Context: an optimization exercise on an open-source flow, tuned for small area. The choices shown serve that exercise and are no tape-out recipe. Where RTL was checked, it was by simulation tests only, not by an equivalence proof against the original. Power and IR drop assume default switching activity.

==> build 56 <==
==> flow/design.v <==
module srvmux (
    input  wire        clk,
    input  wire        rst,           
    input  wire        tick,
    input  wire        cmd_valid,
    input  wire [47:0] cmd,
    output reg         resp_valid,
    output wire [39:0] resp,
    output wire        servo_out,
    output wire [3:0]  addr,
    output wire        step_out,
    output reg         ev_step_fire,
    output reg         ev_step_wrap,
    output reg         ev_div,
    output reg         ev_mux,
    output wire        ev_wdt
);
    localparam [10:0] PW_RESET_E = 11'd988;      
    localparam [11:0] SC_ZERO    = 12'd3584;     
    reg [175:0] pw;           
    reg [3:0]   idx;
    reg [10:0]  pulse;        
    reg [11:0]  sc;           
    reg [15:0]  tcnt;
    reg [15:0]  ocr_s;
    reg [31:0]  rem;
    reg         step_en;
    reg         deferred;
    reg         in_step;
    reg [12:0]  ocr_d;        
    reg         div_en;
    reg [3:0]   cnt_ms;
    reg [4:0]   cnt_10ms;
    reg [1:0]   cnt_250ms;
    reg         f10ms;
    reg         f250ms;
    reg         f1s;
    reg [1:0]   r_st;
    reg [15:0]  r_dat;        
    reg         r_rem;        
    assign servo_out = (sc != {1'b0, pulse});
    assign addr      = idx;
    assign step_out  = in_step;
    assign ev_wdt    = ev_div | ev_mux;
    assign resp      = {6'd0, r_st, r_rem ? (rem[31:16] + {15'd0, ev_step_wrap}) : 16'd0, r_dat};
    wire [7:0]  op  = cmd[47:40];
    wire [7:0]  sel = cmd[39:32];
    wire [31:0] imm = cmd[31:0];
    wire sel_z = (sel == 8'd0);
    wire imm_z = (imm == 32'd0);
    wire sel_lo = (sel[7:4] == 4'd0);
    wire is_setpw = cmd_valid && (op == 8'h01);
    wire is_getpw = cmd_valid && (op == 8'h02);
    wire is_arm   = cmd_valid && (op == 8'h03);
    wire is_stop  = cmd_valid && (op == 8'h04);
    wire is_tst   = cmd_valid && (op == 8'h05);
    wire is_rdreg = cmd_valid && (op == 8'h06);
    wire is_done  = cmd_valid && (op == 8'h07);
    wire imm_ok = (imm[31:12] == 20'd0) && (imm[11:0] >= 12'd600) && (imm[11:0] < 12'd2400);
    wire do_setpw = is_setpw && sel_lo && imm_ok;
    wire do_arm   = is_arm && sel_z;
    wire do_stop  = is_stop && sel_z && imm_z;
    wire do_tst   = is_tst && imm_z && (sel <= 8'd2);
    wire do_done  = is_done && sel_z && imm_z && in_step;
    reg [1:0] st;
    always @(*) begin
        st = 2'd0;
        case (op)
            8'h01: st = (sel_lo && imm_ok) ? 2'd0 : 2'd2;
            8'h02: st = !imm_z ? 2'd1 : (sel_lo ? 2'd0 : 2'd2);
            8'h03: st = sel_z ? 2'd0 : 2'd1;
            8'h04: st = (sel_z && imm_z) ? 2'd0 : 2'd1;
            8'h05: st = !imm_z ? 2'd1 : ((sel <= 8'd2) ? 2'd0 : 2'd2);
            8'h06: st = !imm_z ? 2'd1 : ((sel <= 8'h1E) ? 2'd0 : 2'd2);
            8'h07: st = !(sel_z && imm_z) ? 2'd1 : (in_step ? 2'd0 : 2'd3);
            default: st = 2'd1;
        endcase
    end
    wire [3:0]  idx1     = idx + 4'd1;
    reg  [10:0] pw_sel;
    reg  [10:0] pw_nx;
    integer k;
    always @(*) begin
        pw_sel = 11'd0;
        pw_nx  = 11'd0;
        for (k = 0; k < 16; k = k + 1) begin
            pw_sel = pw_sel | (pw[11*k +: 11] & {11{sel[3:0] == k[3:0]}});
            pw_nx  = pw_nx  | (pw[11*k +: 11] & {11{idx1 == k[3:0]}});
        end
    end
    wire [11:0] rd_m   = sel[4] ? ((sel[3:0] == 4'h3) ? sc : {1'b0, pulse}) : {1'b0, pw_sel};
    wire [11:0] rd_dec = {rd_m[11:9] + 3'd1, rd_m[8:0]} + {11'd0, (sel[4:0] == 5'h11)};
    reg [31:0] reg_value;
    always @(*) begin
        reg_value = 32'd0;
        if (!sel[4]) reg_value = {20'd0, rd_dec};
        else begin
            case (sel[3:0])
                4'h0: reg_value = {28'd0, idx};
                4'h1, 4'h2, 4'h3: reg_value = {20'd0, rd_dec};
                4'h4: reg_value = {16'd0, tcnt};
                4'h5: reg_value = {16'd0, ocr_s};
                4'h6: reg_value = rem;
                4'h7: reg_value = {29'd0, in_step, deferred, step_en};
                4'h8: reg_value = {16'd0, ocr_d, 3'd0};
                4'h9: reg_value = {31'd0, div_en};
                4'hA: reg_value = {28'd0, cnt_ms};
                4'hB: reg_value = {27'd0, cnt_10ms};
                4'hC: reg_value = {30'd0, cnt_250ms};
                4'hD: reg_value = {29'd0, f1s, f250ms, f10ms};
                4'hE: reg_value = {24'd0, idx, 2'b00, step_out, servo_out};
                default: reg_value = 32'd0;
            endcase
        end
    end
    reg [31:0] dat;
    always @(*) begin
        dat = 32'd0;
        if (op == 8'h02 && imm_z && sel_lo) dat = {20'd0, rd_dec};
        else if (op == 8'h05 && imm_z && sel <= 8'd2)
            dat = {31'd0, sel[1] ? f1s : (sel[0] ? f250ms : f10ms)};
        else if (op == 8'h06 && imm_z && sel[7:5] == 3'd0) dat = reg_value;
    end
    wire        imm_small = (imm[31:5] == 27'd0) && (imm[4:0] < 5'd17);
    wire [15:0] d_hi = imm[31:16];
    wire [15:0] d_lo = imm_small ? 16'd17 : imm[15:0];
    wire        rem_z = (rem == 32'd0);
    wire [15:0] base = rem_z ? tcnt : ocr_s;
    wire        arm  = do_arm && !imm_z;
    wire        armz = do_arm && imm_z;
    wire [15:0] v_hi = arm ? d_hi : rem[31:16];
    wire [15:0] v_lo = arm ? d_lo : rem[15:0];
    wire        h0 = (v_hi == 16'd0);
    wire        h1 = (v_hi == 16'd1);
    wire        h2 = (v_hi == 16'd2);
    wire        lt = (v_lo < 16'd10000);
    reg         c_step_en, c_deferred, c_in_step, c_div_en;
    always @(*) begin
        c_step_en  = step_en;
        c_deferred = deferred;
        c_in_step  = in_step;
        c_div_en   = div_en;
        if (do_arm) begin
            c_div_en   = 1'b1;
            c_step_en  = 1'b0;
            c_deferred = !imm_z;
        end
        if (do_stop) begin
            c_step_en  = 1'b0;
            c_deferred = 1'b0;
            c_div_en   = 1'b0;
        end
        if (do_done) begin
            c_in_step = 1'b0;
            if (deferred) begin
                c_step_en  = 1'b1;
                c_deferred = 1'b0;
            end
        end
    end
    wire [15:0] t_tcnt = tcnt + 16'd1;
    wire        commit = c_deferred && !c_in_step;
    wire        t_en   = tick && (c_step_en || commit);
    wire        eq_o   = (t_tcnt == ocr_s);
    wire        eq_b   = ((tcnt + 16'd10001) == ocr_s);
    wire        t_wrap = t_en && !h0 && (arm ? (!rem_z && ((h1 && lt) ? eq_b : eq_o)) : eq_o);
    wire        x_lo   = t_wrap ? h1 : (arm && h0);
    wire        x_k    = t_wrap ? (h2 && lt) : (arm && h1 && lt);
    wire [15:0] x      = x_lo ? v_lo : (x_k ? 16'd55536 : 16'd0);
    wire [15:0] sum    = (arm ? base : ocr_s) + x;
    wire        t_fire = t_en && h0 && (t_tcnt == sum);
    wire        add10k = t_wrap ? (lt && ((h1 && arm) || h2)) : (arm && h1 && lt);
    wire [14:0] p10k   = v_lo[13:0] + 15'd10000;
    wire [15:0] c_ocr_s = (arm || t_wrap) ? sum : ocr_s;
    wire [31:0] c_rem;
    assign c_rem[31:16] = armz ? 16'd0 : (v_hi - {15'd0, t_wrap});
    assign c_rem[15:0]  = armz ? 16'd0 : (add10k ? {1'b0, p10k} : v_lo);
    wire        d_match = tick && c_div_en && (t_tcnt == {ocr_d, 3'd0});
    reg [15:0]  n_tcnt;
    reg [15:0]  n_ocr_s;
    reg [31:0]  n_rem;
    reg         n_step_en, n_deferred, n_in_step;
    reg [12:0]  n_ocr_d;
    reg [3:0]   n_cnt_ms;
    reg [4:0]   n_cnt_10ms;
    reg [1:0]   n_cnt_250ms;
    reg         n_f10ms, n_f250ms, n_f1s;
    always @(*) begin
        n_tcnt      = tick ? t_tcnt : tcnt;
        n_ocr_s     = c_ocr_s;
        n_rem       = c_rem;
        n_step_en   = tick ? ((c_step_en || commit) && !t_fire) : c_step_en;
        n_deferred  = tick ? (c_deferred && c_in_step) : c_deferred;
        n_in_step   = c_in_step || t_fire;
        n_ocr_d     = ocr_d;
        n_cnt_ms    = cnt_ms;
        n_cnt_10ms  = cnt_10ms;
        n_cnt_250ms = cnt_250ms;
        n_f10ms     = f10ms;
        n_f250ms    = f250ms;
        n_f1s       = f1s;
        if (do_tst) begin
            if (sel[1]) n_f1s = 1'b0;
            else if (sel[0]) n_f250ms = 1'b0;
            else n_f10ms = 1'b0;
        end
        if (d_match) begin
            n_ocr_d  = ocr_d + 13'd125;
            n_cnt_ms = cnt_ms + 4'd1;
            if (cnt_ms == 4'd9) begin
                n_cnt_ms   = 4'd0;
                n_f10ms    = 1'b1;
                n_cnt_10ms = cnt_10ms + 5'd1;
                if (cnt_10ms == 5'd24) begin
                    n_cnt_10ms  = 5'd0;
                    n_f250ms    = 1'b1;
                    n_cnt_250ms = cnt_250ms + 2'd1;
                    if (cnt_250ms == 2'd3) n_f1s = 1'b1;
                end
            end
        end
    end
    wire        boundary = tick && (sc == {1'b0, pulse});
    wire [10:0] pw_imm   = {imm[10:9] - 2'd1, imm[8:0]};
    wire [10:0] pw_next  = (do_setpw && sel[3:0] == idx1) ? pw_imm : pw_nx;
    wire [10:0] pw_wd = rst ? PW_RESET_E : pw_imm;
    integer i;
    always @(posedge clk) begin
        for (i = 0; i < 16; i = i + 1)
            if (rst || (do_setpw && sel[3:0] == i[3:0]))
                pw[11*i +: 11] <= pw_wd;
    end
    always @(posedge clk) begin
        if (rst) begin
            idx          <= 4'd0;
            pulse        <= PW_RESET_E;
            sc           <= SC_ZERO;
            tcnt         <= 16'd0;
            ocr_s        <= 16'd0;
            rem          <= 32'd0;
            step_en      <= 1'b0;
            deferred     <= 1'b0;
            in_step      <= 1'b0;
            ocr_d        <= 13'd125;
            div_en       <= 1'b1;
            cnt_ms       <= 4'd0;
            cnt_10ms     <= 5'd0;
            cnt_250ms    <= 2'd0;
            f10ms        <= 1'b0;
            f250ms       <= 1'b0;
            f1s          <= 1'b0;
            resp_valid   <= 1'b0;
            ev_step_fire <= 1'b0;
            ev_step_wrap <= 1'b0;
            ev_div       <= 1'b0;
            ev_mux       <= 1'b0;
        end else begin
            if (boundary) begin
                idx   <= idx1;
                pulse <= pw_next;
                sc    <= SC_ZERO;
            end else if (tick) begin
                sc    <= sc + 12'd1;
            end
            tcnt         <= n_tcnt;
            ocr_s        <= n_ocr_s;
            rem          <= n_rem;
            step_en      <= n_step_en;
            deferred     <= n_deferred;
            in_step      <= n_in_step;
            ocr_d        <= n_ocr_d;
            div_en       <= c_div_en;
            cnt_ms       <= n_cnt_ms;
            cnt_10ms     <= n_cnt_10ms;
            cnt_250ms    <= n_cnt_250ms;
            f10ms        <= n_f10ms;
            f250ms       <= n_f250ms;
            f1s          <= n_f1s;
            resp_valid   <= cmd_valid;
            ev_step_fire <= t_fire;
            ev_step_wrap <= t_wrap;
            ev_div       <= d_match;
            ev_mux       <= boundary;
        end
        r_st  <= st;
        r_dat <= dat[15:0];
        r_rem <= (op == 8'h06) && imm_z && (sel == 8'h16);
    end
endmodule
==> flow/flow/run.sh <==
#!/bin/bash
# Own layout flow: the standard flow (standard.sh), with
#  - ABC's mapping script replaced by an area-oriented one (flow/area.abc);
#    registers, their names and their cells are those of the standard synthesis
#  - no fixed adder-cell mapping before ABC (ADDER_MAP_FILE empty)
#  - port buffers of the smallest buffer cell
#  - CTS without dummy loads
# Each tool writes its own log under orfs/logs; make's output goes to flow.log.
set -euo pipefail
here=$PWD
{
  echo 'proc abc {args} {'
  echo '  set i [lsearch -exact $args -script]'
  echo "  if {\$i >= 0} { set args [lreplace \$args \$i [expr {\$i+1}] -script $here/flow/area.abc] }"
  echo '  yosys abc {*}$args'
  echo '}'
  cat synth_recipe.tcl
} > my_synth.tcl
sed "s#SYNTH_SCRIPT=[^ ]*#SYNTH_SCRIPT=$here/my_synth.tcl#" standard.sh > my_standard.sh
export ADDER_MAP_FILE=
export BUFFER_PORTS_ARGS="-buffer_cell sky130_fd_sc_hd__buf_1"
export CTS_ARGS="-sink_clustering_enable -repair_clock_nets -dont_use_dummy_load -buf_list {sky130_fd_sc_hd__clkbuf_4} -sink_clustering_size 8 -sink_clustering_max_diameter 50"
bash my_standard.sh > flow.log 2>&1
==> flow/flow/area.abc <==
strash
ifraig
dc2
dch -f
amap
strash
dc2
dch -f
amap
strash
dc2
dch -f
amap
&get -n
&st
&dch -f
&nf -R 1000 -C 32
&put
==> flow/standard.sh <==
#!/bin/bash
# synth_recipe.tcl (not shown) runs the flow's synth.tcl, then flattens the netlist and writes it again
# the make line also repeats each setting of config.mk as NAME=value (left out here)
make -C /OpenROAD-flow-scripts/flow DESIGN_CONFIG=/design/flow/config.mk WORK_HOME=/design/flow/orfs CLKGATE_MAP_FILE= SYNTH_SCRIPT=/design/flow/synth_recipe.tcl "${@:-finish}"
==> flow/config.mk <==
export PLATFORM = sky130hd
export DESIGN_NAME = srvmux
export DESIGN_NICKNAME = srvmux
export VERILOG_FILES = /design/flow/design.v
export SDC_FILE = /design/flow/constraint.sdc
export NUM_CORES = 4
export LEC_CHECK = 0
export CAP_MARGIN = 20
export CELL_PAD_IN_SITES_DETAIL_PLACEMENT = 0
export CELL_PAD_IN_SITES_GLOBAL_PLACEMENT = 0
export CORE_MARGIN = 2
export CORE_UTILIZATION = 62
export PLACE_DENSITY = 0.8
export SLEW_MARGIN = 20
==> flow/constraint.sdc <==
create_clock -name core_clock -period 12.0 [get_ports {clk}]
set_input_delay 2.4000 -clock core_clock [delete_from_list [all_inputs] [get_ports {clk}]]
set_output_delay 2.4000 -clock core_clock [all_outputs]
set_load 0.01 [all_outputs]
==> trial 34: changes against build 56 <==
--- a/flow/design.v
+++ b/flow/design.v
@@ -16,6 +16,6 @@
     output wire        ev_wdt
 );
-    localparam [10:0] PW_RESET_E = 11'd988;      
-    localparam [11:0] SC_ZERO    = 12'd3584;     
+    localparam [10:0] PW_RESET_E = 11'd900;      
+    localparam [11:0] SC_ZERO    = 12'd3496;     
     reg [175:0] pw;           
     reg [3:0]   idx;
@@ -37,11 +37,10 @@
     reg         f1s;
     reg [1:0]   r_st;
-    reg [15:0]  r_dat;        
-    reg         r_rem;        
+    reg [31:0]  r_dat;
     assign servo_out = (sc != {1'b0, pulse});
     assign addr      = idx;
     assign step_out  = in_step;
     assign ev_wdt    = ev_div | ev_mux;
-    assign resp      = {6'd0, r_st, r_rem ? (rem[31:16] + {15'd0, ev_step_wrap}) : 16'd0, r_dat};
+    assign resp      = {6'd0, r_st, r_dat};
     wire [7:0]  op  = cmd[47:40];
     wire [7:0]  sel = cmd[39:32];
@@ -90,5 +89,5 @@
     end
     wire [11:0] rd_m   = sel[4] ? ((sel[3:0] == 4'h3) ? sc : {1'b0, pulse}) : {1'b0, pw_sel};
-    wire [11:0] rd_dec = {rd_m[11:9] + 3'd1, rd_m[8:0]} + {11'd0, (sel[4:0] == 5'h11)};
+    wire [11:0] rd_dec = rd_m + 12'd600 + {11'd0, (sel[4:0] == 5'h11)};
     reg [31:0] reg_value;
     always @(*) begin
@@ -222,5 +221,5 @@
     end
     wire        boundary = tick && (sc == {1'b0, pulse});
-    wire [10:0] pw_imm   = {imm[10:9] - 2'd1, imm[8:0]};
+    wire [10:0] pw_imm   = imm[10:0] - 11'd600;
     wire [10:0] pw_next  = (do_setpw && sel[3:0] == idx1) ? pw_imm : pw_nx;
     wire [10:0] pw_wd = rst ? PW_RESET_E : pw_imm;
@@ -284,6 +283,5 @@
         end
         r_st  <= st;
-        r_dat <= dat[15:0];
-        r_rem <= (op == 8'h06) && imm_z && (sel == 8'h16);
+        r_dat <= dat;
     end
 endmodule
--- a/flow/flow/run.sh
+++ b/flow/flow/run.sh
@@ -3,5 +3,4 @@
 #  - ABC's mapping script replaced by an area-oriented one (flow/area.abc);
 #    registers, their names and their cells are those of the standard synthesis
-#  - no fixed adder-cell mapping before ABC (ADDER_MAP_FILE empty)
 #  - port buffers of the smallest buffer cell
 #  - CTS without dummy loads
@@ -18,6 +17,5 @@
 } > my_synth.tcl
 sed "s#SYNTH_SCRIPT=[^ ]*#SYNTH_SCRIPT=$here/my_synth.tcl#" standard.sh > my_standard.sh
-export ADDER_MAP_FILE=
 export BUFFER_PORTS_ARGS="-buffer_cell sky130_fd_sc_hd__buf_1"
-export CTS_ARGS="-sink_clustering_enable -repair_clock_nets -dont_use_dummy_load -buf_list {sky130_fd_sc_hd__clkbuf_4} -sink_clustering_size 8 -sink_clustering_max_diameter 50"
+export CTS_ARGS="-sink_clustering_enable -repair_clock_nets -dont_use_dummy_load"
 bash my_standard.sh > flow.log 2>&1
==> flow/flow/area.abc (replaced) <==
&get -n
&st
&dch
&nf -R 1000
&st
&syn2
&dch
&nf -R 1000
&put
Settings changed: CELL_PAD_IN_SITES_DETAIL_PLACEMENT 0 to 1, CELL_PAD_IN_SITES_GLOBAL_PLACEMENT 0 to 2, CORE_UTILIZATION 62 to 35, PLACE_DENSITY 0.8 to 0.5.
==> trial 54: changes against build 56 <==
--- a/flow/design.v
+++ b/flow/design.v
@@ -18,5 +18,7 @@
     localparam [10:0] PW_RESET_E = 11'd988;      
     localparam [11:0] SC_ZERO    = 12'd3584;     
-    reg [175:0] pw;           
+    reg [175:0] pw;
+    reg [3:0]   ph;
+    reg [10:0]  nxt;          
     reg [3:0]   idx;
     reg [10:0]  pulse;        
@@ -79,12 +81,11 @@
     wire [3:0]  idx1     = idx + 4'd1;
     reg  [10:0] pw_sel;
-    reg  [10:0] pw_nx;
+    wire [3:0]  rpos = sel[3:0] - ph;       
+    wire [15:0] rdec = 16'd1 << rpos;
     integer k;
     always @(*) begin
         pw_sel = 11'd0;
-        pw_nx  = 11'd0;
         for (k = 0; k < 16; k = k + 1) begin
-            pw_sel = pw_sel | (pw[11*k +: 11] & {11{sel[3:0] == k[3:0]}});
-            pw_nx  = pw_nx  | (pw[11*k +: 11] & {11{idx1 == k[3:0]}});
+            pw_sel = pw_sel | (pw[11*k +: 11] & {11{rdec[k]}});
         end
     end
@@ -223,11 +224,24 @@
     wire        boundary = tick && (sc == {1'b0, pulse});
     wire [10:0] pw_imm   = {imm[10:9] - 2'd1, imm[8:0]};
-    wire [10:0] pw_next  = (do_setpw && sel[3:0] == idx1) ? pw_imm : pw_nx;
+    wire [10:0] pw_next  = (do_setpw && sel[3:0] == idx1) ? pw_imm : nxt;
     wire [10:0] pw_wd = rst ? PW_RESET_E : pw_imm;
+    wire        nx_wr = do_setpw && (sel[3:0] == idx1);
     integer i;
     always @(posedge clk) begin
         for (i = 0; i < 16; i = i + 1)
-            if (rst || (do_setpw && sel[3:0] == i[3:0]))
+            if (rst || (do_setpw && rdec[(i + 1) % 16]))
                 pw[11*i +: 11] <= pw_wd;
+            else
+                pw[11*i +: 11] <= pw[11*((i + 1) % 16) +: 11];
+        if (rst) begin
+            ph  <= 4'd0;
+            nxt <= PW_RESET_E;
+        end else begin
+            ph  <= ph + 4'd1;
+            if (nx_wr)
+                nxt <= pw_imm;
+            else if (ph == idx1)
+                nxt <= pw[10:0];
+        end
     end
     always @(posedge clk) begin
--- a/flow/flow/run.sh
+++ b/flow/flow/run.sh
@@ -20,4 +20,4 @@
 export ADDER_MAP_FILE=
 export BUFFER_PORTS_ARGS="-buffer_cell sky130_fd_sc_hd__buf_1"
-export CTS_ARGS="-sink_clustering_enable -repair_clock_nets -dont_use_dummy_load -buf_list {sky130_fd_sc_hd__clkbuf_4} -sink_clustering_size 8 -sink_clustering_max_diameter 50"
+export CTS_ARGS="-sink_clustering_enable -repair_clock_nets -dont_use_dummy_load -buf_list {sky130_fd_sc_hd__clkbuf_4} -sink_clustering_size 10 -sink_clustering_max_diameter 40"
 bash my_standard.sh > flow.log 2>&1
==> reports/metrics.csv <==
stage;metric;value;unit
grt;grt met3 use;0.08106;
finish;final cell area excluding filler cells;17840;um^2
finish;largest registers;pw x176, rem x32;
outcome;status;timing/DRC/antenna clean;
That was trial 54.
==> reports/metrics.csv <==
stage;metric;value;unit
power;clock group share of total power;0.278;
finish;largest registers;pw x176, rem x32;
outcome;status;timing/DRC/antenna clean;
grt;grt met3 use;0.1071;
finish;final cell area excluding filler cells;17710;um^2
die;number of placement rows;58;
grt;antenna violations before repair;1;
That was build 56.
==> reports/metrics.csv <==
stage;metric;value;unit
grt;grt met3 use;0.03617;
finish;Final nets;2007;
sta;RSZ-0062 raised after global routing;false;
die;starting density of the core;0.3526;
power;relative contribution of combinational cells to total power;0.075;
finish;largest registers;pw x176, r_dat x32, rem x32;
logic_synthesis;synthesized area;17190;um^2
outcome;status;timing/DRC/antenna clean;
That was trial 34.
Function not checked in trial 54: the RTL went through the layout flow alone.

-- port drivers added, routing unchanged --
The flow's constraints put no driver on any port. The routed layouts listed below were extracted and timed again, unchanged, in two steps.
Step 1 assumes that a clkbuf_16 drives the clock port and a buf_2 every other input.
Step 2 also shifts input and output timing later by t, the mid clock arrival at the registers, as if the neighbouring blocks saw the same clock.
Slacks: no drivers / after step 1 / after step 2; pairs: no drivers / after step 1.
run	shift t [ns]	setup WS [ns]	clock arrival spread, ns	worst data-port slew with drivers (ns)	pins driven straight from the clock port
build 56	0.728	0.788 / 0.811 / 0.083	0.125 / 0.125	0.04	1
trial 34	0.601	1.534 / 1.570 / 0.969	0.063 / 0.063	0.06	1
trial 54	0.729	0.491 / 0.512 / -0.217	0.100 / 0.100	0.06	1
With both steps, setup timing fails in trial 54, where it was met with ideal ports. For trial 54, which loses most, drivers alone change the setup slack by +0.021 ns; drivers and shift together by -0.708 ns.
